This is an optimization exercise on Yosys and OpenROAD, whose aim is small area, a short achievable clock period and few clock cycles per item, not a production implementation.
In this exercise RTL edits were held to simulation tests only and were not proved equivalent to the original.

==> design/flow/config.mk <==
export PLATFORM = sky130hd
export DESIGN_NAME = aes_ecb_core
export DESIGN_NICKNAME = aes_ecb_core
export VERILOG_FILES = /design/flow/design.v
export SDC_FILE = /design/flow/constraint.sdc
export NUM_CORES = 4
export LEC_CHECK = 0
export CAP_MARGIN = 20
export CORE_MARGIN = 2
export CORE_UTILIZATION = 55
export CTS_BUF_LIST = sky130_fd_sc_hd__clkbuf_8
export CTS_CLUSTER_SIZE = 20
export PLACE_DENSITY = 0.7
export SETUP_SLACK_MARGIN = 5
export SLEW_MARGIN = 20
export SYNTH_HIERARCHICAL = 1
==> design/flow/run.sh <==
#!/bin/bash
# synth_recipe.tcl (not shown) runs the flow's synth.tcl, then flattens the netlist and writes it again
# the make line also repeats each setting of config.mk as NAME=value (left out here)
make -C /OpenROAD-flow-scripts/flow DESIGN_CONFIG=/design/flow/config.mk WORK_HOME=/design/flow/orfs CLKGATE_MAP_FILE= SYNTH_SCRIPT=/design/flow/synth_recipe.tcl finish
==> design/flow/design.v <==
module aes_g_xor (input a, input b, output y);
  assign y = a ^ b;
endmodule
module aes_g_xnor (input a, input b, output y);
  assign y = ~(a ^ b);
endmodule
module aes_g_nand (input a, input b, output y);
  assign y = ~(a & b);
endmodule
module aes_g_nor (input a, input b, output y);
  assign y = ~(a | b);
endmodule
module aes_g_andn (input a, input b, output y);
  assign y = ~a & b;
endmodule
module aes_sbox (
  input  [7:0] x,
  output [7:0] y
);
  wire U0 = x[7], U1 = x[6], U2 = x[5], U3 = x[4];
  wire U4 = x[3], U5 = x[2], U6 = x[1], U7 = x[0];
  wire T1;
  aes_g_xor g0 (.a(U0), .b(U3), .y(T1));
  wire T2;
  aes_g_xor g1 (.a(U0), .b(U5), .y(T2));
  wire T3;
  aes_g_xor g2 (.a(U0), .b(U6), .y(T3));
  wire T4;
  aes_g_xor g3 (.a(U3), .b(U5), .y(T4));
  wire T5;
  aes_g_xor g4 (.a(U4), .b(U6), .y(T5));
  wire T6;
  aes_g_xor g5 (.a(T1), .b(T5), .y(T6));
  wire T7;
  aes_g_xor g6 (.a(U1), .b(U2), .y(T7));
  wire T8;
  aes_g_xor g7 (.a(U7), .b(T6), .y(T8));
  wire T9;
  aes_g_xor g8 (.a(U7), .b(T7), .y(T9));
  wire T10;
  aes_g_xor g9 (.a(T6), .b(T7), .y(T10));
  wire T11;
  aes_g_xor g10 (.a(U1), .b(U5), .y(T11));
  wire T12;
  aes_g_xnor g11 (.a(U2), .b(U5), .y(T12));
  wire T13;
  aes_g_xor g12 (.a(T3), .b(T4), .y(T13));
  wire T14;
  aes_g_xor g13 (.a(T6), .b(T11), .y(T14));
  wire T15;
  aes_g_xor g14 (.a(T5), .b(T11), .y(T15));
  wire T16;
  aes_g_xnor g15 (.a(T5), .b(T12), .y(T16));
  wire T17;
  aes_g_xor g16 (.a(T9), .b(T16), .y(T17));
  wire T18;
  aes_g_xor g17 (.a(U3), .b(U7), .y(T18));
  wire T19;
  aes_g_xor g18 (.a(T7), .b(T18), .y(T19));
  wire T20;
  aes_g_xor g19 (.a(T1), .b(T19), .y(T20));
  wire T21;
  aes_g_xor g20 (.a(U6), .b(U7), .y(T21));
  wire T22;
  aes_g_xor g21 (.a(T7), .b(T21), .y(T22));
  wire T23;
  aes_g_xor g22 (.a(T2), .b(T22), .y(T23));
  wire T24;
  aes_g_xor g23 (.a(T2), .b(T10), .y(T24));
  wire T25;
  aes_g_xor g24 (.a(T20), .b(T17), .y(T25));
  wire T26;
  aes_g_xor g25 (.a(T3), .b(T16), .y(T26));
  wire T27;
  aes_g_xnor g26 (.a(T1), .b(T12), .y(T27));
  wire M1;
  aes_g_nand g27 (.a(T13), .b(T6), .y(M1));
  wire M2;
  aes_g_nand g28 (.a(T23), .b(T8), .y(M2));
  wire M3;
  aes_g_xor g29 (.a(T14), .b(M1), .y(M3));
  wire M4;
  aes_g_nand g30 (.a(T19), .b(U7), .y(M4));
  wire M5;
  aes_g_xnor g31 (.a(M4), .b(M1), .y(M5));
  wire M6;
  aes_g_nand g32 (.a(T3), .b(T16), .y(M6));
  wire M7;
  aes_g_nand g33 (.a(T22), .b(T9), .y(M7));
  wire M8;
  aes_g_xor g34 (.a(T26), .b(M6), .y(M8));
  wire M9;
  aes_g_nand g35 (.a(T20), .b(T17), .y(M9));
  wire M10;
  aes_g_xor g36 (.a(M9), .b(M6), .y(M10));
  wire M11;
  aes_g_nand g37 (.a(T1), .b(T15), .y(M11));
  wire M12;
  aes_g_nand g38 (.a(T4), .b(T27), .y(M12));
  wire M13;
  aes_g_xor g39 (.a(M12), .b(M11), .y(M13));
  wire M14;
  aes_g_nand g40 (.a(T2), .b(T10), .y(M14));
  wire M15;
  aes_g_xor g41 (.a(M14), .b(M11), .y(M15));
  wire M16;
  aes_g_xnor g42 (.a(M3), .b(M2), .y(M16));
  wire M17;
  aes_g_xnor g43 (.a(M5), .b(T24), .y(M17));
  wire M18;
  aes_g_xnor g44 (.a(M8), .b(M7), .y(M18));
  wire M19;
  aes_g_xnor g45 (.a(M10), .b(M15), .y(M19));
  wire M20;
  aes_g_xnor g46 (.a(M16), .b(M13), .y(M20));
  wire M21;
  aes_g_xor g47 (.a(M17), .b(M15), .y(M21));
  wire M22;
  aes_g_xnor g48 (.a(M18), .b(M13), .y(M22));
  wire M23;
  aes_g_xnor g49 (.a(M19), .b(T25), .y(M23));
  wire M24;
  aes_g_xnor g50 (.a(M22), .b(M23), .y(M24));
  wire M25;
  aes_g_nand g51 (.a(M22), .b(M20), .y(M25));
  wire M26;
  aes_g_xor g52 (.a(M21), .b(M25), .y(M26));
  wire M27;
  aes_g_xnor g53 (.a(M20), .b(M21), .y(M27));
  wire M28;
  aes_g_xor g54 (.a(M23), .b(M25), .y(M28));
  wire M29;
  aes_g_nor g55 (.a(M28), .b(M27), .y(M29));
  wire M30;
  aes_g_nor g56 (.a(M26), .b(M24), .y(M30));
  wire M31;
  aes_g_nand g57 (.a(M20), .b(M23), .y(M31));
  wire M32;
  aes_g_nor g58 (.a(M27), .b(M31), .y(M32));
  wire M33;
  aes_g_xor g59 (.a(M27), .b(M25), .y(M33));
  wire M34;
  aes_g_nand g60 (.a(M21), .b(M22), .y(M34));
  wire M35;
  aes_g_nor g61 (.a(M24), .b(M34), .y(M35));
  wire M36;
  aes_g_xor g62 (.a(M24), .b(M25), .y(M36));
  wire M37;
  aes_g_xor g63 (.a(M21), .b(M29), .y(M37));
  wire M38;
  aes_g_xor g64 (.a(M32), .b(M33), .y(M38));
  wire M39;
  aes_g_xor g65 (.a(M23), .b(M30), .y(M39));
  wire M40;
  aes_g_xor g66 (.a(M35), .b(M36), .y(M40));
  wire M41;
  aes_g_xor g67 (.a(M38), .b(M40), .y(M41));
  wire M42;
  aes_g_xor g68 (.a(M37), .b(M39), .y(M42));
  wire M43;
  aes_g_xor g69 (.a(M37), .b(M38), .y(M43));
  wire M44;
  aes_g_xor g70 (.a(M39), .b(M40), .y(M44));
  wire M45;
  aes_g_xor g71 (.a(M42), .b(M41), .y(M45));
  wire M46;
  aes_g_nand g72 (.a(M44), .b(T6), .y(M46));
  wire M47;
  aes_g_nand g73 (.a(M40), .b(T8), .y(M47));
  wire M48;
  aes_g_nand g74 (.a(M39), .b(U7), .y(M48));
  wire M49;
  aes_g_nand g75 (.a(M43), .b(T16), .y(M49));
  wire M50;
  aes_g_nand g76 (.a(M38), .b(T9), .y(M50));
  wire M51;
  aes_g_nand g77 (.a(M37), .b(T17), .y(M51));
  wire M52;
  aes_g_nand g78 (.a(M42), .b(T15), .y(M52));
  wire M53;
  aes_g_nand g79 (.a(M45), .b(T27), .y(M53));
  wire M54;
  aes_g_nand g80 (.a(M41), .b(T10), .y(M54));
  wire M55;
  aes_g_nand g81 (.a(M44), .b(T13), .y(M55));
  wire M56;
  aes_g_nand g82 (.a(M40), .b(T23), .y(M56));
  wire M57;
  aes_g_nand g83 (.a(M39), .b(T19), .y(M57));
  wire M58;
  aes_g_nand g84 (.a(M43), .b(T3), .y(M58));
  wire M59;
  aes_g_nand g85 (.a(M38), .b(T22), .y(M59));
  wire M60;
  aes_g_nand g86 (.a(M37), .b(T20), .y(M60));
  wire M61;
  aes_g_nand g87 (.a(M42), .b(T1), .y(M61));
  wire M62;
  aes_g_nand g88 (.a(M45), .b(T4), .y(M62));
  wire M63;
  aes_g_nand g89 (.a(M41), .b(T2), .y(M63));
  wire L0;
  aes_g_xor g90 (.a(M61), .b(M62), .y(L0));
  wire L1;
  aes_g_xnor g91 (.a(M50), .b(M56), .y(L1));
  wire L2;
  aes_g_xor g92 (.a(M46), .b(M48), .y(L2));
  wire L3;
  aes_g_xnor g93 (.a(M47), .b(M55), .y(L3));
  wire L4;
  aes_g_xor g94 (.a(M54), .b(M58), .y(L4));
  wire L5;
  aes_g_xnor g95 (.a(M49), .b(M61), .y(L5));
  wire L6;
  aes_g_xnor g96 (.a(M62), .b(L5), .y(L6));
  wire L7;
  aes_g_xor g97 (.a(M46), .b(L3), .y(L7));
  wire L8;
  aes_g_xnor g98 (.a(M51), .b(M59), .y(L8));
  wire L9;
  aes_g_xnor g99 (.a(M52), .b(M53), .y(L9));
  wire L10;
  aes_g_xnor g100 (.a(M53), .b(L4), .y(L10));
  wire L11;
  aes_g_xor g101 (.a(M60), .b(L2), .y(L11));
  wire L12;
  aes_g_xnor g102 (.a(M48), .b(M51), .y(L12));
  wire L13;
  aes_g_xor g103 (.a(M50), .b(L0), .y(L13));
  wire L14;
  aes_g_xnor g104 (.a(M52), .b(M61), .y(L14));
  wire L15;
  aes_g_xor g105 (.a(M55), .b(L1), .y(L15));
  wire L16;
  aes_g_xnor g106 (.a(M56), .b(L0), .y(L16));
  wire L17;
  aes_g_xor g107 (.a(M57), .b(L1), .y(L17));
  wire L18;
  aes_g_xor g108 (.a(M58), .b(L8), .y(L18));
  wire L19;
  aes_g_xnor g109 (.a(M63), .b(L4), .y(L19));
  wire L20;
  aes_g_xnor g110 (.a(L0), .b(L1), .y(L20));
  wire L21;
  aes_g_xnor g111 (.a(L1), .b(L7), .y(L21));
  wire L22;
  aes_g_xor g112 (.a(L3), .b(L12), .y(L22));
  wire L23;
  aes_g_xor g113 (.a(L18), .b(L2), .y(L23));
  wire L24;
  aes_g_xor g114 (.a(L15), .b(L9), .y(L24));
  wire L25;
  aes_g_xnor g115 (.a(L6), .b(L10), .y(L25));
  wire L26;
  aes_g_xnor g116 (.a(L7), .b(L9), .y(L26));
  wire L27;
  aes_g_xnor g117 (.a(L8), .b(L10), .y(L27));
  wire L28;
  aes_g_xnor g118 (.a(L11), .b(L14), .y(L28));
  wire L29;
  aes_g_xnor g119 (.a(L11), .b(L17), .y(L29));
  wire S0;
  aes_g_xor g120 (.a(L6), .b(L24), .y(S0));
  wire S1;
  aes_g_xnor g121 (.a(L16), .b(L26), .y(S1));
  wire S2;
  aes_g_xor g122 (.a(L19), .b(L28), .y(S2));
  wire S3;
  aes_g_xnor g123 (.a(L6), .b(L21), .y(S3));
  wire S4;
  aes_g_xor g124 (.a(L20), .b(L22), .y(S4));
  wire S5;
  aes_g_xor g125 (.a(L25), .b(L29), .y(S5));
  wire S6;
  aes_g_xor g126 (.a(L13), .b(L27), .y(S6));
  wire S7;
  aes_g_xor g127 (.a(L6), .b(L23), .y(S7));
  assign y = {S0, S1, S2, S3, S4, S5, S6, S7};
endmodule
module aes_invaff (
  input  [7:0] b,
  output [7:0] y
);
  wire p25, p36, p47, p03, p14;
  aes_g_xor  g0 (.a(b[2]), .b(b[5]), .y(p25));
  aes_g_xor  g1 (.a(b[3]), .b(b[6]), .y(p36));
  aes_g_xor  g2 (.a(b[4]), .b(b[7]), .y(p47));
  aes_g_xor  g3 (.a(b[0]), .b(b[3]), .y(p03));
  aes_g_xor  g4 (.a(b[1]), .b(b[4]), .y(p14));
  aes_g_xnor g5 (.a(p25), .b(b[7]), .y(y[0]));
  aes_g_xor  g6 (.a(p36), .b(b[0]), .y(y[1]));
  aes_g_xnor g7 (.a(p47), .b(b[1]), .y(y[2]));
  aes_g_xor  g8 (.a(p25), .b(b[0]), .y(y[3]));
  aes_g_xor  g9 (.a(p36), .b(b[1]), .y(y[4]));
  aes_g_xor  g10 (.a(p47), .b(b[2]), .y(y[5]));
  aes_g_xor  g11 (.a(p03), .b(b[5]), .y(y[6]));
  aes_g_xor  g12 (.a(p14), .b(b[6]), .y(y[7]));
endmodule
module aes_sbox_pre (
  input  [7:0] xe,
  input  [7:0] xd,
  input        enc,
  output [7:0] y
);
  wire [7:0] d;
  aes_invaff u_ia (.b(xd), .y(d));
  assign y = enc ? xe : d;
endmodule
module aes_x8 (input [7:0] a, input [7:0] b, output [7:0] y);
  assign y = a ^ b;
endmodule
module aes_xt (input [7:0] a, output [7:0] y);
  assign y = {a[6:0], 1'b0} ^ (a[7] ? 8'h1b : 8'h00);
endmodule
module aes_mc_col (
  input  [7:0] a0, a1, a2, a3,
  output [7:0] y0, y1, y2, y3
);
  wire [7:0] p01, p12, p23, p30, x0, x1, x2, x3, q0, q1, q2, q3;
  aes_x8 u_p01 (.a(a0), .b(a1), .y(p01));
  aes_x8 u_p12 (.a(a1), .b(a2), .y(p12));
  aes_x8 u_p23 (.a(a2), .b(a3), .y(p23));
  aes_x8 u_p30 (.a(a3), .b(a0), .y(p30));
  aes_xt u_x0 (.a(p01), .y(x0));
  aes_xt u_x1 (.a(p12), .y(x1));
  aes_xt u_x2 (.a(p23), .y(x2));
  aes_xt u_x3 (.a(p30), .y(x3));
  aes_x8 u_q0 (.a(a1), .b(p23), .y(q0));
  aes_x8 u_q1 (.a(a2), .b(p30), .y(q1));
  aes_x8 u_q2 (.a(a3), .b(p01), .y(q2));
  aes_x8 u_q3 (.a(a0), .b(p12), .y(q3));
  aes_x8 u_y0 (.a(q0), .b(x0), .y(y0));
  aes_x8 u_y1 (.a(q1), .b(x1), .y(y1));
  aes_x8 u_y2 (.a(q2), .b(x2), .y(y2));
  aes_x8 u_y3 (.a(q3), .b(x3), .y(y3));
endmodule
module aes_corr (
  input  [7:0] a0, a1, a2, a3,
  output [7:0] w, z
);
  function [7:0] m4(input [7:0] a);    
    m4 = {a[5:0], 2'b00} ^ (a[7] ? 8'h36 : 8'h00) ^ (a[6] ? 8'h1b : 8'h00);
  endfunction
  function [7:0] m8(input [7:0] a);    
    m8 = {a[4:0], 3'b000} ^ (a[7] ? 8'h6c : 8'h00) ^ (a[6] ? 8'h36 : 8'h00) ^ (a[5] ? 8'h1b : 8'h00);
  endfunction
  wire [7:0] e = a0 ^ a2;
  wire [7:0] f = a1 ^ a3;
  wire [7:0] s8 = m8(e ^ f);
  assign w = s8 ^ m4(e);
  assign z = s8 ^ m4(f);
endmodule
module aes_round_pre (
  input  [127:0] st_in,
  input          enc,
  output [127:0] u
);
  genvar i;
  generate
    for (i = 0; i < 16; i = i + 1) begin : g_pre
      localparam integer R = i % 4;
      localparam integer C = i / 4;
      localparam integer SE = R + 4 * ((C + R) % 4);       
      localparam integer SD = R + 4 * ((C - R + 4) % 4);   
      aes_sbox_pre u_pre (.xe(st_in[127-8*SE -: 8]), .xd(st_in[127-8*SD -: 8]),
                          .enc(enc), .y(u[127-8*i -: 8]));
    end
  endgenerate
endmodule
module aes_round1 (
  input  [127:0] u,
  output [127:0] sy
);
  genvar i;
  generate
    for (i = 0; i < 16; i = i + 1) begin : g_sub
      aes_sbox u_sbox (.x(u[127-8*i -: 8]), .y(sy[127-8*i -: 8]));
    end
  endgenerate
endmodule
module aes_round2 (
  input  [127:0] sy,
  input  [127:0] rkey,
  input  [3:0]   dec,
  input  [3:0]   last,
  output [127:0] st_out
);
  wire [127:0] sb;     
  wire [127:0] ark;    
  wire [127:0] y;      
  wire [127:0] mc;
  wire [127:0] kk;     
  wire [127:0] mk;
  genvar i;
  generate
    for (i = 0; i < 16; i = i + 1) begin : g_byte
      localparam integer C = i / 4;
      wire [7:0] ia;
      aes_invaff u_ia (.b(sy[127-8*i -: 8]), .y(ia));
      assign sb[127-8*i -: 8] = dec[C] ? ia : sy[127-8*i -: 8];
      aes_x8 u_ark (.a(sb[127-8*i -: 8]), .b(rkey[127-8*i -: 8]), .y(ark[127-8*i -: 8]));
      assign y[127-8*i -: 8] = dec[C] ? ark[127-8*i -: 8] : sb[127-8*i -: 8];
      aes_x8 u_mk (.a(mc[127-8*i -: 8]), .b(kk[127-8*i -: 8]), .y(mk[127-8*i -: 8]));
      assign st_out[127-8*i -: 8] = last[C] ? ark[127-8*i -: 8] : mk[127-8*i -: 8];
    end
    for (i = 0; i < 4; i = i + 1) begin : g_mix
      wire [7:0] w, z;
      aes_corr u_corr (.a0(ark[127-32*i -: 8]), .a1(ark[119-32*i -: 8]),
                       .a2(ark[111-32*i -: 8]), .a3(ark[103-32*i -: 8]), .w(w), .z(z));
      assign kk[127-32*i -: 32] = dec[i] ? {w, z, w, z} : rkey[127-32*i -: 32];
      aes_mc_col u_mc (.a0(y[127-32*i -: 8]), .a1(y[119-32*i -: 8]),
                       .a2(y[111-32*i -: 8]), .a3(y[103-32*i -: 8]),
                       .y0(mc[127-32*i -: 8]), .y1(mc[119-32*i -: 8]),
                       .y2(mc[111-32*i -: 8]), .y3(mc[103-32*i -: 8]));
    end
  endgenerate
endmodule
module aes_key_ctl_s (
  input            dec,
  input      [1:0] klen,
  input      [3:0] rnd,
  output reg [7:0] sin_sel    
);
  always @(*) begin
    case ({dec, klen, rnd})
      7'b0000000: sin_sel = {1'b1, 7'b0100000};
      7'b0000001: sin_sel = {1'b1, 7'b0000001};
      7'b0000010: sin_sel = {1'b1, 7'b0000001};
      7'b0000011: sin_sel = {1'b1, 7'b0000001};
      7'b0000100: sin_sel = {1'b1, 7'b0000001};
      7'b0000101: sin_sel = {1'b1, 7'b0000001};
      7'b0000110: sin_sel = {1'b1, 7'b0000001};
      7'b0000111: sin_sel = {1'b1, 7'b0000001};
      7'b0001000: sin_sel = {1'b1, 7'b0000001};
      7'b0001001: sin_sel = {1'b1, 7'b0000001};
      7'b0001010: sin_sel = {1'b1, 7'b0000001};
      7'b0001011: sin_sel = {1'b1, 7'b0000001};
      7'b0001100: sin_sel = {1'b1, 7'b0000001};
      7'b0001101: sin_sel = {1'b1, 7'b0000001};
      7'b0001110: sin_sel = {1'b1, 7'b0000001};
      7'b0001111: sin_sel = {1'b1, 7'b0000001};
      7'b0010000: sin_sel = {1'b1, 7'b1000000};
      7'b0010001: sin_sel = {1'b0, 7'b0000001};
      7'b0010010: sin_sel = {1'b1, 7'b0000001};
      7'b0010011: sin_sel = {1'b1, 7'b0000010};
      7'b0010100: sin_sel = {1'b0, 7'b0000001};
      7'b0010101: sin_sel = {1'b1, 7'b0000001};
      7'b0010110: sin_sel = {1'b1, 7'b0000010};
      7'b0010111: sin_sel = {1'b0, 7'b0000001};
      7'b0011000: sin_sel = {1'b1, 7'b0000001};
      7'b0011001: sin_sel = {1'b1, 7'b0000010};
      7'b0011010: sin_sel = {1'b0, 7'b0000001};
      7'b0011011: sin_sel = {1'b1, 7'b0000001};
      7'b0011100: sin_sel = {1'b1, 7'b0000010};
      7'b0011101: sin_sel = {1'b0, 7'b0000001};
      7'b0011110: sin_sel = {1'b1, 7'b0000001};
      7'b0011111: sin_sel = {1'b1, 7'b0000010};
      7'b0100000: sin_sel = {1'b1, 7'b1000000};
      7'b0100001: sin_sel = {1'b1, 7'b0000001};
      7'b0100010: sin_sel = {1'b0, 7'b0000001};
      7'b0100011: sin_sel = {1'b1, 7'b0000001};
      7'b0100100: sin_sel = {1'b0, 7'b0000001};
      7'b0100101: sin_sel = {1'b1, 7'b0000001};
      7'b0100110: sin_sel = {1'b0, 7'b0000001};
      7'b0100111: sin_sel = {1'b1, 7'b0000001};
      7'b0101000: sin_sel = {1'b0, 7'b0000001};
      7'b0101001: sin_sel = {1'b1, 7'b0000001};
      7'b0101010: sin_sel = {1'b0, 7'b0000001};
      7'b0101011: sin_sel = {1'b1, 7'b0000001};
      7'b0101100: sin_sel = {1'b0, 7'b0000001};
      7'b0101101: sin_sel = {1'b1, 7'b0000001};
      7'b0101110: sin_sel = {1'b0, 7'b0000001};
      7'b0101111: sin_sel = {1'b1, 7'b0000001};
      7'b1000000: sin_sel = {1'b1, 7'b0000100};
      7'b1000001: sin_sel = {1'b1, 7'b0000100};
      7'b1000010: sin_sel = {1'b1, 7'b0000100};
      7'b1000011: sin_sel = {1'b1, 7'b0000100};
      7'b1000100: sin_sel = {1'b1, 7'b0000100};
      7'b1000101: sin_sel = {1'b1, 7'b0000100};
      7'b1000110: sin_sel = {1'b1, 7'b0000100};
      7'b1000111: sin_sel = {1'b1, 7'b0000100};
      7'b1001000: sin_sel = {1'b1, 7'b0000100};
      7'b1001001: sin_sel = {1'b1, 7'b0000100};
      7'b1001010: sin_sel = {1'b1, 7'b0000100};
      7'b1001011: sin_sel = {1'b1, 7'b0000100};
      7'b1001100: sin_sel = {1'b1, 7'b0000100};
      7'b1001101: sin_sel = {1'b1, 7'b0000100};
      7'b1001110: sin_sel = {1'b1, 7'b0000100};
      7'b1001111: sin_sel = {1'b1, 7'b0000100};
      7'b1010000: sin_sel = {1'b0, 7'b0000001};
      7'b1010001: sin_sel = {1'b1, 7'b0010000};
      7'b1010010: sin_sel = {1'b1, 7'b0001000};
      7'b1010011: sin_sel = {1'b0, 7'b0000001};
      7'b1010100: sin_sel = {1'b1, 7'b0010000};
      7'b1010101: sin_sel = {1'b1, 7'b0001000};
      7'b1010110: sin_sel = {1'b0, 7'b0000001};
      7'b1010111: sin_sel = {1'b1, 7'b0010000};
      7'b1011000: sin_sel = {1'b1, 7'b0001000};
      7'b1011001: sin_sel = {1'b0, 7'b0000001};
      7'b1011010: sin_sel = {1'b1, 7'b0010000};
      7'b1011011: sin_sel = {1'b1, 7'b0001000};
      7'b1011100: sin_sel = {1'b0, 7'b0000001};
      7'b1011101: sin_sel = {1'b1, 7'b0010000};
      7'b1011110: sin_sel = {1'b1, 7'b0001000};
      7'b1011111: sin_sel = {1'b0, 7'b0000001};
      7'b1100000: sin_sel = {1'b0, 7'b0001000};
      7'b1100001: sin_sel = {1'b1, 7'b0001000};
      7'b1100010: sin_sel = {1'b0, 7'b0001000};
      7'b1100011: sin_sel = {1'b1, 7'b0001000};
      7'b1100100: sin_sel = {1'b0, 7'b0001000};
      7'b1100101: sin_sel = {1'b1, 7'b0001000};
      7'b1100110: sin_sel = {1'b0, 7'b0001000};
      7'b1100111: sin_sel = {1'b1, 7'b0001000};
      7'b1101000: sin_sel = {1'b0, 7'b0001000};
      7'b1101001: sin_sel = {1'b1, 7'b0001000};
      7'b1101010: sin_sel = {1'b0, 7'b0001000};
      7'b1101011: sin_sel = {1'b1, 7'b0001000};
      7'b1101100: sin_sel = {1'b0, 7'b0001000};
      7'b1101101: sin_sel = {1'b1, 7'b0001000};
      7'b1101110: sin_sel = {1'b0, 7'b0001000};
      7'b1101111: sin_sel = {1'b1, 7'b0001000};
      default: sin_sel = 8'd0;
    endcase
  end
endmodule
module aes_key_ctl_x (
  input             dec,
  input      [1:0]  klen,
  input      [3:0]  rnd,
  output     [29:0] ctl
);
  reg [14:0] ctl_a;
  reg [14:0] ctl_b;
  always @(*) begin
    case ({dec, klen, rnd})
      7'b0000000: ctl_a = {5'b00001, 5'b00001, 5'b00001};
      7'b0000001: ctl_a = {5'b00001, 5'b00001, 5'b00001};
      7'b0000010: ctl_a = {5'b00001, 5'b00001, 5'b00001};
      7'b0000011: ctl_a = {5'b00001, 5'b00001, 5'b00001};
      7'b0000100: ctl_a = {5'b00001, 5'b00001, 5'b00001};
      7'b0000101: ctl_a = {5'b00001, 5'b00001, 5'b00001};
      7'b0000110: ctl_a = {5'b00001, 5'b00001, 5'b00001};
      7'b0000111: ctl_a = {5'b00001, 5'b00001, 5'b00001};
      7'b0001000: ctl_a = {5'b00001, 5'b00001, 5'b00001};
      7'b0001001: ctl_a = {5'b00001, 5'b00001, 5'b00001};
      7'b0001010: ctl_a = {5'b00001, 5'b00001, 5'b00001};
      7'b0001011: ctl_a = {5'b00001, 5'b00001, 5'b00001};
      7'b0001100: ctl_a = {5'b00001, 5'b00001, 5'b00001};
      7'b0001101: ctl_a = {5'b00001, 5'b00001, 5'b00001};
      7'b0001110: ctl_a = {5'b00001, 5'b00001, 5'b00001};
      7'b0001111: ctl_a = {5'b00001, 5'b00001, 5'b00001};
      7'b0010000: ctl_a = {5'b00001, 5'b00001, 5'b00001};
      7'b0010001: ctl_a = {5'b00010, 5'b00001, 5'b00001};
      7'b0010010: ctl_a = {5'b00001, 5'b00001, 5'b00001};
      7'b0010011: ctl_a = {5'b00010, 5'b00001, 5'b00010};
      7'b0010100: ctl_a = {5'b00010, 5'b00001, 5'b00001};
      7'b0010101: ctl_a = {5'b00001, 5'b00001, 5'b00001};
      7'b0010110: ctl_a = {5'b00010, 5'b00001, 5'b00010};
      7'b0010111: ctl_a = {5'b00010, 5'b00001, 5'b00001};
      7'b0011000: ctl_a = {5'b00001, 5'b00001, 5'b00001};
      7'b0011001: ctl_a = {5'b00010, 5'b00001, 5'b00010};
      7'b0011010: ctl_a = {5'b00010, 5'b00001, 5'b00001};
      7'b0011011: ctl_a = {5'b00001, 5'b00001, 5'b00001};
      7'b0011100: ctl_a = {5'b00010, 5'b00001, 5'b00010};
      7'b0011101: ctl_a = {5'b00010, 5'b00001, 5'b00001};
      7'b0011110: ctl_a = {5'b00001, 5'b00001, 5'b00001};
      7'b0011111: ctl_a = {5'b00010, 5'b00001, 5'b00010};
      7'b0100000: ctl_a = {5'b00001, 5'b00001, 5'b00001};
      7'b0100001: ctl_a = {5'b00001, 5'b00001, 5'b00001};
      7'b0100010: ctl_a = {5'b00001, 5'b00001, 5'b00001};
      7'b0100011: ctl_a = {5'b00001, 5'b00001, 5'b00001};
      7'b0100100: ctl_a = {5'b00001, 5'b00001, 5'b00001};
      7'b0100101: ctl_a = {5'b00001, 5'b00001, 5'b00001};
      7'b0100110: ctl_a = {5'b00001, 5'b00001, 5'b00001};
      7'b0100111: ctl_a = {5'b00001, 5'b00001, 5'b00001};
      7'b0101000: ctl_a = {5'b00001, 5'b00001, 5'b00001};
      7'b0101001: ctl_a = {5'b00001, 5'b00001, 5'b00001};
      7'b0101010: ctl_a = {5'b00001, 5'b00001, 5'b00001};
      7'b0101011: ctl_a = {5'b00001, 5'b00001, 5'b00001};
      7'b0101100: ctl_a = {5'b00001, 5'b00001, 5'b00001};
      7'b0101101: ctl_a = {5'b00001, 5'b00001, 5'b00001};
      7'b0101110: ctl_a = {5'b00001, 5'b00001, 5'b00001};
      7'b0101111: ctl_a = {5'b00001, 5'b00001, 5'b00001};
      7'b1000000: ctl_a = {5'b10000, 5'b01000, 5'b10000};
      7'b1000001: ctl_a = {5'b10000, 5'b01000, 5'b10000};
      7'b1000010: ctl_a = {5'b10000, 5'b01000, 5'b10000};
      7'b1000011: ctl_a = {5'b10000, 5'b01000, 5'b10000};
      7'b1000100: ctl_a = {5'b10000, 5'b01000, 5'b10000};
      7'b1000101: ctl_a = {5'b10000, 5'b01000, 5'b10000};
      7'b1000110: ctl_a = {5'b10000, 5'b01000, 5'b10000};
      7'b1000111: ctl_a = {5'b10000, 5'b01000, 5'b10000};
      7'b1001000: ctl_a = {5'b10000, 5'b01000, 5'b10000};
      7'b1001001: ctl_a = {5'b10000, 5'b01000, 5'b10000};
      7'b1001010: ctl_a = {5'b10000, 5'b01000, 5'b10000};
      7'b1001011: ctl_a = {5'b10000, 5'b01000, 5'b10000};
      7'b1001100: ctl_a = {5'b10000, 5'b01000, 5'b10000};
      7'b1001101: ctl_a = {5'b10000, 5'b01000, 5'b10000};
      7'b1001110: ctl_a = {5'b10000, 5'b01000, 5'b10000};
      7'b1001111: ctl_a = {5'b10000, 5'b01000, 5'b10000};
      7'b1010000: ctl_a = {5'b01000, 5'b00100, 5'b01000};
      7'b1010001: ctl_a = {5'b01000, 5'b00100, 5'b01000};
      7'b1010010: ctl_a = {5'b01000, 5'b10000, 5'b01000};
      7'b1010011: ctl_a = {5'b01000, 5'b00100, 5'b01000};
      7'b1010100: ctl_a = {5'b01000, 5'b00100, 5'b01000};
      7'b1010101: ctl_a = {5'b01000, 5'b10000, 5'b01000};
      7'b1010110: ctl_a = {5'b01000, 5'b00100, 5'b01000};
      7'b1010111: ctl_a = {5'b01000, 5'b00100, 5'b01000};
      7'b1011000: ctl_a = {5'b01000, 5'b10000, 5'b01000};
      7'b1011001: ctl_a = {5'b01000, 5'b00100, 5'b01000};
      7'b1011010: ctl_a = {5'b01000, 5'b00100, 5'b01000};
      7'b1011011: ctl_a = {5'b01000, 5'b10000, 5'b01000};
      7'b1011100: ctl_a = {5'b01000, 5'b00100, 5'b01000};
      7'b1011101: ctl_a = {5'b01000, 5'b00100, 5'b01000};
      7'b1011110: ctl_a = {5'b01000, 5'b10000, 5'b01000};
      7'b1011111: ctl_a = {5'b01000, 5'b00100, 5'b01000};
      7'b1100000: ctl_a = {5'b00100, 5'b00010, 5'b00100};
      7'b1100001: ctl_a = {5'b00100, 5'b00010, 5'b00100};
      7'b1100010: ctl_a = {5'b00100, 5'b00010, 5'b00100};
      7'b1100011: ctl_a = {5'b00100, 5'b00010, 5'b00100};
      7'b1100100: ctl_a = {5'b00100, 5'b00010, 5'b00100};
      7'b1100101: ctl_a = {5'b00100, 5'b00010, 5'b00100};
      7'b1100110: ctl_a = {5'b00100, 5'b00010, 5'b00100};
      7'b1100111: ctl_a = {5'b00100, 5'b00010, 5'b00100};
      7'b1101000: ctl_a = {5'b00100, 5'b00010, 5'b00100};
      7'b1101001: ctl_a = {5'b00100, 5'b00010, 5'b00100};
      7'b1101010: ctl_a = {5'b00100, 5'b00010, 5'b00100};
      7'b1101011: ctl_a = {5'b00100, 5'b00010, 5'b00100};
      7'b1101100: ctl_a = {5'b00100, 5'b00010, 5'b00100};
      7'b1101101: ctl_a = {5'b00100, 5'b00010, 5'b00100};
      7'b1101110: ctl_a = {5'b00100, 5'b00010, 5'b00100};
      7'b1101111: ctl_a = {5'b00100, 5'b00010, 5'b00100};
      default: ctl_a = 15'd0;
    endcase
  end
  always @(*) begin
    case ({dec, klen, rnd})
      7'b0000000: ctl_b = {3'b001, 3'b001, 1'b1, 8'h01};
      7'b0000001: ctl_b = {3'b001, 3'b100, 1'b1, 8'h02};
      7'b0000010: ctl_b = {3'b001, 3'b100, 1'b1, 8'h04};
      7'b0000011: ctl_b = {3'b001, 3'b100, 1'b1, 8'h08};
      7'b0000100: ctl_b = {3'b001, 3'b100, 1'b1, 8'h10};
      7'b0000101: ctl_b = {3'b001, 3'b100, 1'b1, 8'h20};
      7'b0000110: ctl_b = {3'b001, 3'b100, 1'b1, 8'h40};
      7'b0000111: ctl_b = {3'b001, 3'b100, 1'b1, 8'h80};
      7'b0001000: ctl_b = {3'b001, 3'b100, 1'b1, 8'h1b};
      7'b0001001: ctl_b = {3'b001, 3'b100, 1'b1, 8'h36};
      7'b0001010: ctl_b = {3'b001, 3'b100, 1'b1, 8'h6c};
      7'b0001011: ctl_b = {3'b001, 3'b100, 1'b1, 8'hd8};
      7'b0001100: ctl_b = {3'b001, 3'b100, 1'b1, 8'hab};
      7'b0001101: ctl_b = {3'b001, 3'b100, 1'b1, 8'h4d};
      7'b0001110: ctl_b = {3'b001, 3'b100, 1'b1, 8'h9a};
      7'b0001111: ctl_b = {3'b001, 3'b100, 1'b1, 8'h8d};
      7'b0010000: ctl_b = {3'b001, 3'b001, 1'b1, 8'h01};
      7'b0010001: ctl_b = {3'b001, 3'b010, 1'b0, 8'h00};
      7'b0010010: ctl_b = {3'b001, 3'b010, 1'b1, 8'h02};
      7'b0010011: ctl_b = {3'b001, 3'b010, 1'b1, 8'h04};
      7'b0010100: ctl_b = {3'b001, 3'b010, 1'b0, 8'h00};
      7'b0010101: ctl_b = {3'b001, 3'b010, 1'b1, 8'h08};
      7'b0010110: ctl_b = {3'b001, 3'b010, 1'b1, 8'h10};
      7'b0010111: ctl_b = {3'b001, 3'b010, 1'b0, 8'h00};
      7'b0011000: ctl_b = {3'b001, 3'b010, 1'b1, 8'h20};
      7'b0011001: ctl_b = {3'b001, 3'b010, 1'b1, 8'h40};
      7'b0011010: ctl_b = {3'b001, 3'b010, 1'b0, 8'h00};
      7'b0011011: ctl_b = {3'b001, 3'b010, 1'b1, 8'h80};
      7'b0011100: ctl_b = {3'b001, 3'b010, 1'b1, 8'h1b};
      7'b0011101: ctl_b = {3'b001, 3'b010, 1'b0, 8'h00};
      7'b0011110: ctl_b = {3'b001, 3'b010, 1'b1, 8'h36};
      7'b0011111: ctl_b = {3'b001, 3'b010, 1'b1, 8'h6c};
      7'b0100000: ctl_b = {3'b001, 3'b001, 1'b1, 8'h01};
      7'b0100001: ctl_b = {3'b001, 3'b001, 1'b1, 8'h01};
      7'b0100010: ctl_b = {3'b001, 3'b001, 1'b0, 8'h00};
      7'b0100011: ctl_b = {3'b001, 3'b001, 1'b1, 8'h02};
      7'b0100100: ctl_b = {3'b001, 3'b001, 1'b0, 8'h00};
      7'b0100101: ctl_b = {3'b001, 3'b001, 1'b1, 8'h04};
      7'b0100110: ctl_b = {3'b001, 3'b001, 1'b0, 8'h00};
      7'b0100111: ctl_b = {3'b001, 3'b001, 1'b1, 8'h08};
      7'b0101000: ctl_b = {3'b001, 3'b001, 1'b0, 8'h00};
      7'b0101001: ctl_b = {3'b001, 3'b001, 1'b1, 8'h10};
      7'b0101010: ctl_b = {3'b001, 3'b001, 1'b0, 8'h00};
      7'b0101011: ctl_b = {3'b001, 3'b001, 1'b1, 8'h20};
      7'b0101100: ctl_b = {3'b001, 3'b001, 1'b0, 8'h00};
      7'b0101101: ctl_b = {3'b001, 3'b001, 1'b1, 8'h40};
      7'b0101110: ctl_b = {3'b001, 3'b001, 1'b0, 8'h00};
      7'b0101111: ctl_b = {3'b001, 3'b001, 1'b1, 8'h80};
      7'b1000000: ctl_b = {3'b010, 3'b100, 1'b1, 8'h8d};
      7'b1000001: ctl_b = {3'b010, 3'b100, 1'b1, 8'h01};
      7'b1000010: ctl_b = {3'b010, 3'b100, 1'b1, 8'h02};
      7'b1000011: ctl_b = {3'b010, 3'b100, 1'b1, 8'h04};
      7'b1000100: ctl_b = {3'b010, 3'b100, 1'b1, 8'h08};
      7'b1000101: ctl_b = {3'b010, 3'b100, 1'b1, 8'h10};
      7'b1000110: ctl_b = {3'b010, 3'b100, 1'b1, 8'h20};
      7'b1000111: ctl_b = {3'b010, 3'b100, 1'b1, 8'h40};
      7'b1001000: ctl_b = {3'b010, 3'b100, 1'b1, 8'h80};
      7'b1001001: ctl_b = {3'b010, 3'b100, 1'b1, 8'h1b};
      7'b1001010: ctl_b = {3'b010, 3'b100, 1'b1, 8'h36};
      7'b1001011: ctl_b = {3'b010, 3'b100, 1'b1, 8'h6c};
      7'b1001100: ctl_b = {3'b010, 3'b100, 1'b1, 8'hd8};
      7'b1001101: ctl_b = {3'b010, 3'b100, 1'b1, 8'hab};
      7'b1001110: ctl_b = {3'b010, 3'b100, 1'b1, 8'h4d};
      7'b1001111: ctl_b = {3'b010, 3'b100, 1'b1, 8'h9a};
      7'b1010000: ctl_b = {3'b100, 3'b010, 1'b0, 8'h00};
      7'b1010001: ctl_b = {3'b010, 3'b010, 1'b1, 8'h01};
      7'b1010010: ctl_b = {3'b100, 3'b010, 1'b1, 8'h02};
      7'b1010011: ctl_b = {3'b100, 3'b010, 1'b0, 8'h00};
      7'b1010100: ctl_b = {3'b010, 3'b010, 1'b1, 8'h04};
      7'b1010101: ctl_b = {3'b100, 3'b010, 1'b1, 8'h08};
      7'b1010110: ctl_b = {3'b100, 3'b010, 1'b0, 8'h00};
      7'b1010111: ctl_b = {3'b010, 3'b010, 1'b1, 8'h10};
      7'b1011000: ctl_b = {3'b100, 3'b010, 1'b1, 8'h20};
      7'b1011001: ctl_b = {3'b100, 3'b010, 1'b0, 8'h00};
      7'b1011010: ctl_b = {3'b010, 3'b010, 1'b1, 8'h40};
      7'b1011011: ctl_b = {3'b100, 3'b010, 1'b1, 8'h80};
      7'b1011100: ctl_b = {3'b100, 3'b010, 1'b0, 8'h00};
      7'b1011101: ctl_b = {3'b010, 3'b010, 1'b1, 8'h1b};
      7'b1011110: ctl_b = {3'b100, 3'b010, 1'b1, 8'h36};
      7'b1011111: ctl_b = {3'b100, 3'b010, 1'b0, 8'h00};
      7'b1100000: ctl_b = {3'b010, 3'b001, 1'b0, 8'h00};
      7'b1100001: ctl_b = {3'b010, 3'b001, 1'b1, 8'h01};
      7'b1100010: ctl_b = {3'b010, 3'b001, 1'b0, 8'h00};
      7'b1100011: ctl_b = {3'b010, 3'b001, 1'b1, 8'h02};
      7'b1100100: ctl_b = {3'b010, 3'b001, 1'b0, 8'h00};
      7'b1100101: ctl_b = {3'b010, 3'b001, 1'b1, 8'h04};
      7'b1100110: ctl_b = {3'b010, 3'b001, 1'b0, 8'h00};
      7'b1100111: ctl_b = {3'b010, 3'b001, 1'b1, 8'h08};
      7'b1101000: ctl_b = {3'b010, 3'b001, 1'b0, 8'h00};
      7'b1101001: ctl_b = {3'b010, 3'b001, 1'b1, 8'h10};
      7'b1101010: ctl_b = {3'b010, 3'b001, 1'b0, 8'h00};
      7'b1101011: ctl_b = {3'b010, 3'b001, 1'b1, 8'h20};
      7'b1101100: ctl_b = {3'b010, 3'b001, 1'b0, 8'h00};
      7'b1101101: ctl_b = {3'b010, 3'b001, 1'b1, 8'h40};
      7'b1101110: ctl_b = {3'b010, 3'b001, 1'b0, 8'h00};
      7'b1101111: ctl_b = {3'b010, 3'b001, 1'b1, 8'h80};
      default: ctl_b = 15'd0;
    endcase
  end
  assign ctl = {ctl_a, ctl_b};
endmodule
module aes_key_sin (
  input  [255:0] r,
  input  [6:0]   sin_sel,    
  output [31:0]  sin
);
  wire [31:0] s2 = r[191:160], s3 = r[159:128];
  wire [31:0] s4 = r[127:96],  s5 = r[95:64],   s6 = r[63:32],   s7 = r[31:0];
  assign sin = ({32{sin_sel[0]}} & s7) | ({32{sin_sel[1]}} & (s3 ^ s2 ^ s7)) |
               ({32{sin_sel[2]}} & (s4 ^ s5)) | ({32{sin_sel[3]}} & s4) |
               ({32{sin_sel[4]}} & s6) | ({32{sin_sel[5]}} & s3) | ({32{sin_sel[6]}} & s5);
endmodule
module aes_key_sub (
  input  [31:0] sin,
  output [31:0] t
);
  genvar i;
  generate
    for (i = 0; i < 4; i = i + 1) begin : g_sub
      aes_sbox u_sbox (.x(sin[31-8*i -: 8]), .y(t[31-8*i -: 8]));
    end
  endgenerate
endmodule
module aes_key_step (
  input  [255:0] r,
  input  [31:0]  sw,      
  input  [36:0]  ctl,
  output [127:0] nw       
);
  wire [31:0] t = {sw[31:24] ^ ctl[7:0], sw[23:0]};    
  wire [31:0] s0 = r[255:224], s1 = r[223:192], s2 = r[191:160], s3 = r[159:128];
  wire [31:0] s4 = r[127:96],  s5 = r[95:64],   s6 = r[63:32],   s7 = r[31:0];
  wire [4:0] x0s = ctl[29:25];
  wire [4:0] x1s = ctl[24:20];
  wire [4:0] x2s = ctl[19:15];
  wire [2:0] x3s = ctl[14:12];
  wire [2:0] bs  = ctl[11:9];
  wire [31:0] b0 = ({32{bs[0]}} & s0) | ({32{bs[1]}} & s2) | ({32{bs[2]}} & s4);
  wire [31:0] b1 = ({32{bs[0]}} & s1) | ({32{bs[1]}} & s3) | ({32{bs[2]}} & s5);
  wire [31:0] b2 = ({32{bs[0]}} & s2) | ({32{bs[1]}} & s4) | ({32{bs[2]}} & s6);
  wire [31:0] b3 = ({32{bs[0]}} & s3) | ({32{bs[1]}} & s5) | ({32{bs[2]}} & s7);
  wire [31:0] n0, n1, n2, n3;
  wire [31:0] x0 = ({32{x0s[0]}} & t)  | ({32{x0s[1]}} & s7) | ({32{x0s[2]}} & s1) |
                   ({32{x0s[3]}} & s3) | ({32{x0s[4]}} & s5);
  wire [31:0] x1 = ({32{x1s[0]}} & n0) | ({32{x1s[1]}} & s2) | ({32{x1s[2]}} & s4) |
                   ({32{x1s[3]}} & s6) | ({32{x1s[4]}} & t);
  wire [31:0] x2 = ({32{x2s[0]}} & n1) | ({32{x2s[1]}} & t)  | ({32{x2s[2]}} & s3) |
                   ({32{x2s[3]}} & s5) | ({32{x2s[4]}} & s7);
  wire [31:0] x3 = ({32{x3s[0]}} & n2) | ({32{x3s[1]}} & t)  | ({32{x3s[2]}} & s6);
  assign n0 = b0 ^ x0;
  assign n1 = b1 ^ x1;
  assign n2 = b2 ^ x2;
  assign n3 = b3 ^ x3;
  assign nw = {n0, n1, n2, n3};
endmodule
module aes_ecb_core (
  input              clk,
  input              rst,         
  input              key_load,    
  input      [1:0]   key_len,
  input      [255:0] key_in,
  input              blk_start,   
  input              decrypt,     
  input      [127:0] blk_in,
  output             ready,
  output reg         done,        
  output     [127:0] blk_out
);
  reg          ph;        
  reg  [1:0]   klen;      
  reg  [255:0] k0;        
  reg          k0x;       
  reg  [255:0] ke;        
  reg          kev;       
  reg  [127:0] ib;
  reg          ibv;
  reg          ibdec;
  reg  [127:0] x, y, ob;
  reg          xv, yv;
  reg  [127:0] rk;        
  reg          sdec;      
  reg          slast;     
  reg  [3:0]   sdec_c;    
  reg  [3:0]   slast_c;   
  reg  [255:0] kr;        
  reg  [31:0]  ks;        
  reg  [31:0]  kt;        
  reg  [36:0]  kctl;      
  reg  [3:0]   kn;        
  reg          pact;      
  reg          kext;      
  reg          kprep;     
  reg          kph;       
  reg          pdec;      
  reg  [1:0]   pklen;
  reg          ecap;      
  reg          jstart;    
  wire [3:0] knr = (klen == 2'd0) ? 4'd10 : (klen == 2'd1) ? 4'd12 : 4'd14;
  wire [3:0] pnr = (pklen == 2'd0) ? 4'd10 : (pklen == 2'd1) ? 4'd12 : 4'd14;
  wire       last_n = (kn == (pdec ? 4'd0 : pnr));    
  wire [31:0]  t;
  wire [127:0] nw;
  aes_key_sub  u_ksub (.sin(ks), .t(t));
  aes_key_step u_kstp (.r(kr), .sw(kt), .ctl(kctl), .nw(nw));
  wire [255:0] kr_next = {kr[127:0], nw};
  wire [127:0] s1, s2, u;
  aes_round1 u_r1 (.u(x), .sy(s1));
  aes_round2 u_r2 (.sy(y), .rkey(rk),
                   .dec({sdec_c[0], ~sdec_c[1], sdec_c[2], ~sdec_c[3]}),
                   .last({slast_c[0], ~slast_c[1], slast_c[2], ~slast_c[3]}), .st_out(s2));
  aes_round_pre u_pre (.st_in((go_a | go_b) ? (ib ^ rk0) : s2),
                       .enc((go_a | go_b) ? ~ibdec : ~sdec), .u(u));
  wire [127:0] rk0 = ibdec ? {ke[159:128], ke[191:160], ke[223:192], ke[255:224]} : k0[255:128];
  wire kfree   = ~kext & ~kprep & (~pact | slast);
  wire can_go  = ~ph & kfree & ibv;
  wire can_go1 = ph & ~kext & ~kprep & (~pact | last_n) & ibv & ~jstart;
  wire go_ext  = (can_go | can_go1) & ~k0x;
  wire go_prep = (can_go | can_go1) & k0x & ibdec & ~kev;
  wire go_a    = can_go & k0x & ~(ibdec & ~kev);           
  wire go_b    = ph & jstart & ibv & (ibdec == pdec);      
  wire kedge   = (ph == kph);
  wire step    = kedge & (kext | kprep | (pact & ~slast));
  wire cap     = step & ~pdec & (kprep | ecap) & (kn == pnr - 4'd1);
  wire fin     = yv & slast;
  wire [255:0] kr_n    = (go_ext | go_prep) ? k0 : go_a ? (ibdec ? ke : k0) :
                         step ? kr_next : kr;
  wire [3:0]   kn_n    = go_ext ? 4'd0 : go_prep ? 4'd1 : go_a ? (ibdec ? knr - 4'd1 : 4'd1) :
                         step ? (pdec ? kn - 4'd1 : kn + 4'd1) : kn;
  wire         pdec_n  = (go_ext | go_prep) ? 1'b0 : go_a ? ibdec : pdec;
  wire [1:0]   pklen_n = (go_ext | go_prep | go_a) ? klen : pklen;
  wire [7:0]   sin_n;
  wire [29:0]  ctlx_n;
  aes_key_ctl_s u_kcs (.dec(pdec_n), .klen(pklen_n), .rnd(kn_n), .sin_sel(sin_n));
  aes_key_ctl_x u_kcx (.dec(pdec_n), .klen(pklen_n), .rnd(kn_n), .ctl(ctlx_n));
  wire [36:0]  kctl_n = {sin_n[6:0], ctlx_n};
  wire [3:0]   kn_step = pdec ? kn - 4'd1 : kn + 4'd1;
  wire [7:0]   sin_step;
  wire [31:0]  ks_step;
  aes_key_ctl_s u_kcs2 (.dec(pdec), .klen(pklen), .rnd(kn_step), .sin_sel(sin_step));
  aes_key_sin u_ksin (.r(kr_next), .sin_sel(sin_step[6:0]), .sin(ks_step));
  function [31:0] rotw(input [31:0] w);
    rotw = {w[23:0], w[31:24]};
  endfunction
  wire [31:0]  ks_n = go_ext ? rotw((klen == 2'd0) ? k0[159:128] : k0[95:64]) :
                      (go_prep | (go_a & ~ibdec)) ? rotw(k0[31:0]) :
                      go_a ? rotw((klen == 2'd0) ? (ke[127:96] ^ ke[95:64]) : ke[127:96]) :
                      step ? (sin_step[7] ? rotw(ks_step) : ks_step) : ks;
  assign ready   = ready_r;
  assign blk_out = ob;
  wire acc_key = key_load & ready_r;
  wire acc_blk = blk_start & ready_r & ~key_load;
  reg          ready_r;
  wire ph_nx     = ~ph;
  wire ibv_nx    = acc_blk | (ibv & ~(go_a | go_b));
  wire ibdec_nx  = acc_blk ? decrypt : ibdec;
  wire kext_nx   = go_ext | (kext & ~kedge);
  wire kprep_nx  = go_prep | (kprep & ~(kedge & (kn == pnr - 4'd1)));
  wire pact_nx   = go_a | (pact & ~(~ph & slast));
  wire slast_nx = ph ? last_n : slast;
  wire k0x_nx    = acc_key ? key_len[1] : (k0x | (kedge & kext));
  wire kev_nx    = ~acc_key & (kev | cap);
  wire jstart_nx = go_a;
  wire kfree_nx  = ~kext_nx & ~kprep_nx & (~pact_nx | slast_nx);
  wire go_a_nx   = ~ph_nx & kfree_nx & ibv_nx & k0x_nx & ~(ibdec_nx & ~kev_nx);
  wire go_b_nx   = ph_nx & jstart_nx & ibv_nx & (ibdec_nx == pdec_n);
  wire ready_nx  = ~ibv_nx | go_a_nx | go_b_nx;
  wire [255:0] ke_new = {kr_next[31:0], kr_next[63:32], kr_next[95:64], kr_next[127:96],
                         kr_next[159:128], kr_next[191:160], kr_next[223:192], kr_next[255:224]};
  always @(posedge clk) begin
    y  <= s1;
    x  <= u;
    kt <= t;
    ks <= ks_n;
    kctl <= kctl_n;
    ob <= s2;            
    sdec_c[3:2]  <= ph ? {~pdec, pdec} : sdec_c[1:0];
    slast_c[3:2] <= ph ? {~last_n, last_n} : slast_c[1:0];
    if (ph) begin
      rk    <= pdec ? {kr[31:0], kr[63:32], kr[95:64], kr[127:96]} : kr[127:0];
      sdec  <= pdec;
      slast <= last_n;
      sdec_c[1:0]  <= {~pdec, pdec};
      slast_c[1:0] <= {~last_n, last_n};
    end
  end
  always @(posedge clk) begin
    if (rst) begin
      ph     <= 1'b0;
      xv     <= 1'b0;
      yv     <= 1'b0;
      done   <= 1'b0;
      ibv    <= 1'b0;
      kev    <= 1'b0;
      k0x    <= 1'b0;
      pact   <= 1'b0;
      kext   <= 1'b0;
      kprep  <= 1'b0;
      jstart <= 1'b0;
      ready_r <= 1'b1;
    end else begin
      ready_r <= ready_nx;
      ph   <= ~ph;
      done <= fin;
      yv   <= xv;
      xv   <= go_a | go_b | (yv & ~slast);
      if (acc_blk) begin
        ib    <= blk_in;
        ibv   <= 1'b1;
        ibdec <= decrypt;
      end else if (go_a | go_b)
        ibv <= 1'b0;
      kr    <= kr_n;
      kn    <= kn_n;
      pdec  <= pdec_n;
      pklen <= pklen_n;
      if (kedge) begin
        if (kext) kext <= 1'b0;
        if (kprep & (kn == pnr - 4'd1)) kprep <= 1'b0;
      end
      if (~ph & pact & slast) pact <= 1'b0;
      jstart <= go_a;
      if (go_ext | go_prep) kph <= ph;
      if (go_ext)  kext  <= 1'b1;
      if (go_prep) kprep <= 1'b1;
      if (go_a) begin
        pact <= 1'b1;
        ecap <= 1'b1;
        kph  <= 1'b0;
      end
      if (acc_key) begin
        k0   <= key_in;
        klen <= key_len;
        k0x  <= key_len[1];
        kev  <= 1'b0;
        ecap <= 1'b0;
      end else begin
        if (cap) begin
          ke  <= ke_new;
          kev <= 1'b1;
        end
        if (kedge & kext) begin
          if (pklen == 2'd0) k0[127:0] <= nw;
          else               k0[63:0]  <= nw[127:64];
          k0x <= 1'b1;
        end
      end
    end
  end
endmodule
==> design/flow/constraint.sdc <==
create_clock -name core_clock -period 11.0 [get_ports {clk}]
set_input_delay 2.2000 -clock core_clock [delete_from_list [all_inputs] [get_ports {clk}]]
set_output_delay 2.2000 -clock core_clock [all_outputs]
set_load 0.01 [all_outputs]
==> results.py <==
metrics = {
    "run_status": {
        "outcome": "timing/DRC/antenna clean",
    },
    "final_layout": {
        "drive_above_1_share": 0.145,
        "stdcell_count": 13800,
        "nNetsFinal": 11300,
        "final_util": 0.607,
        "area.growth.synth_to_final_pct": 9.59,
    },
    "floorplan": {
        "initial_core_util": 0.554,
        "ios": 521,
        "rows": 166,
        "die_w_um": 459,
        "fp.dieH_um": 459,
        "dieArea_um2": 210000,
        "core_um2": 205000,
    },
    "timing": {
        "tns_ns": 0,
        "timing.final.crit_share": 0.522,
        "setup_viol": 0,
        "finalHoldViolCount": 0,
        "max_slew_margin": 0.0861,
        "worst_pin_slew_ns": 1.33,
        "post-route-min-period_ns": 5.75,
        "rsz0062_at_grt": "false",
        "max_freq_mhz": 174,
        "fin_skew_ns": 0.109,
        "slew_violations": 0,
    },
    "yosys": {
        "postSynthCellCount": 10700,
        "syn_area_um2": 114000,
        "syn_nets": 11100,
        "synth-warning-count": 10,
        "synth_area_per_cell_um2": 10.7,
    },
    "critical_path": {
        "critPathKind": "flip-flop to flip-flop",
        "cp.required_ns": 11.82,
        "critPathArrivalTime_ns": 6.56,
        "path_cells": "buf_12, a222oi_1, nand2b_1, mux2i_1, o211ai_1, mux2i_1, xor2_1, xor3_1, nand2_1, nand4_1, mux2i_1, a211o_1, a32oi_1",
        "start_kind": "flip-flop",
        "cp_slowest_cell": "o211ai_1",
        "cpPeakStageDelay_ns": 0.94,
        "crit_path_end_kind": "flip-flop",
        "crit_top_cell": "mux2i_1",
        "crit_path_max_fanout": 126,
    },
    "drt": {
        "dr.pass1.iters": 14,
        "via_count": 87600,
        "postRouteWirelength_um": 444000,
        "routedWlPerCell_um": 32.3,
        "avgViaCountPerCell": 6.37,
        "drt-initial-drc-count": 14500,
        "drc": 0,
        "ant_nets": 0,
    },
    "clocking": {
        "cts_buffer_depth": 4,
        "clk_pin_slew_worst_paths_ns": 0.06,
        "htree_levels": 5,
        "clk_latency_ns": 1.12,
        "cts_tree": "built",
        "cts.sinks": 1531,
        "cts_hold_buf": 0,
        "cts_repair_resize_count": 0,
        "cts_made_buffers": 291,
        "root_buffer": "clkbuf_8",
    },
    "global_route": {
        "grt_overflow": 0,
        "grt_max_degree": 201,
        "grt_use_total": 0.409,
        "grt_pass1_wl_um": 619000,
        "grt_pass1_vias": 84200,
        "antenna_found_initial": 20,
    },
    "flow_run": {
        "cap_violations": 0,
    },
    "placed_design": {
        "portBuffers": 520,
        "hpwl_um": 336000,
        "routabilityCongestion": 1.00,
        "post-place-cells": 13200,
    },
    "hold_path": {
        "hp-class": "flip-flop to flip-flop",
    },
}
routing by layer:
layer  share of wire  vias to the layer above  track usage
met3            0.12                     1218        0.121
met2            0.42                     6219        0.597
met5         0.00030                        -     0.000230
met1            0.38                    42500        0.531
met4           0.073                       18        0.250
li1                -                    37600            -
stage by stage:
step | hold WS [ns] | setup WS, ns | area [um^2]
after floorplan | 0.414 | 3.81 | 114000
after global placement | 0.419 | 5.17 | 119000
after detailed placement | 0.444 | 5.05 | 119000
after CTS | 0.453 | 5.00 | 124000
after global routing | 0.475 | 5.07 | 125000
final | 0.450 | 5.25 | 125000
flip-flops by register name, indices dropped and copies added, names as in the netlist, 2 cells and up:
signal,cells
k0,256
ke,256
kr,256
ib,128
ob,128
rk,128
x,128
y,128
ks,32
kt,32
kctl,29
kn,4
klen,2
pklen,2
sdec_c,2
slast_c,2
worst max-delay path: cells and delay by family (launching register included):
family,cells,cell delay [ns]
simple gates,3,0.52
mux,3,0.51
compound gates,4,2.65
flops,1,0.37
xor+xnor,2,0.96
buf+inv,1,0.20
final timing paths:
kind,start,to,slack [ns],depth (start not counted)
setup / recovery,kctl[11],ks[0],5.25,13
hold reg to reg,xv,yv,0.45,1
hold / removal,xv,yv,0.45,1
setup reg to reg,kctl[11],ks[0],5.25,13
cell usage in the layout, fill, tap and decap left out, types with 34 or more instances in the layout:
cell,instances
nand2_1,1333
clkinv_2,40
mux2_4,288
a22o_1,40
buf_4,125
o2bb2ai_1,130
clkbuf_8,331
nand4_1,34
dfxtp_1,446
mux2_2,481
o21ai_1,45
or3_1,129
xnor3_1,40
o211ai_1,39
xor3_1,40
a222oi_1,168
inv_1,108
nor2b_1,74
nand2b_1,48
nand3_1,72
xor2_1,2486
a22oi_1,161
clkdlybuf4s50_1,520
xnor2_1,875
o21ai_0,415
a21oi_1,228
and3_1,136
a21boi_0,51
nor2_1,156
edfxtp_1,1073
a2bb2oi_2,120
a211o_1,37
mux2i_1,316
layout make-up:
cell class / instances / area [um^2]
Tap cell: 2688 / 3360
Sequential cell: 1531 / 41400
Clock buffer: 331 / 4560
Clock inverter: 176 / 1090
Multi-Input combinational cell: 8326 / 67500
Fill cell: 16900 / 80500
Antenna cell: 8 / 20.0
Timing Repair Buffer: 662 / 6480
Inverter: 31 / 125
repair_timing:
| action | in CTS | in global routing |
|---|---|---|
| setup endpoints to repair | 0 | 13 |
| buffers inserted | 0 | 6 |
| endpoints found under the hold margin | 0 | 0 |
Testbench counts, summed over its fixed seeds: cycles 16,073, items 1,080.

-- static timing again, ports no longer ideal --
The flow's constraints put no driver on any port. The routed layout listed below was extracted and timed again, unchanged, in two steps.
Step 1 assumes that a clkbuf_16 drives the clock port and a buf_2 every other input.
Step 2, shift: input delay + t, output delay - t, t = (earliest + latest rising clock arrival at the registers) / 2. This alone moves slack from input paths to output paths.
a / b / c = no drivers / after step 1 / after step 2; a / b = the first two.
t, ns: 1.162
setup WS [ns]: 5.253 / 5.253 / 5.219
cell pins on the clock port's net: 1
After both steps setup and hold are still met in this run. For this run, drivers alone change the setup slack by 0.000 ns; drivers and shift together by -0.034 ns.
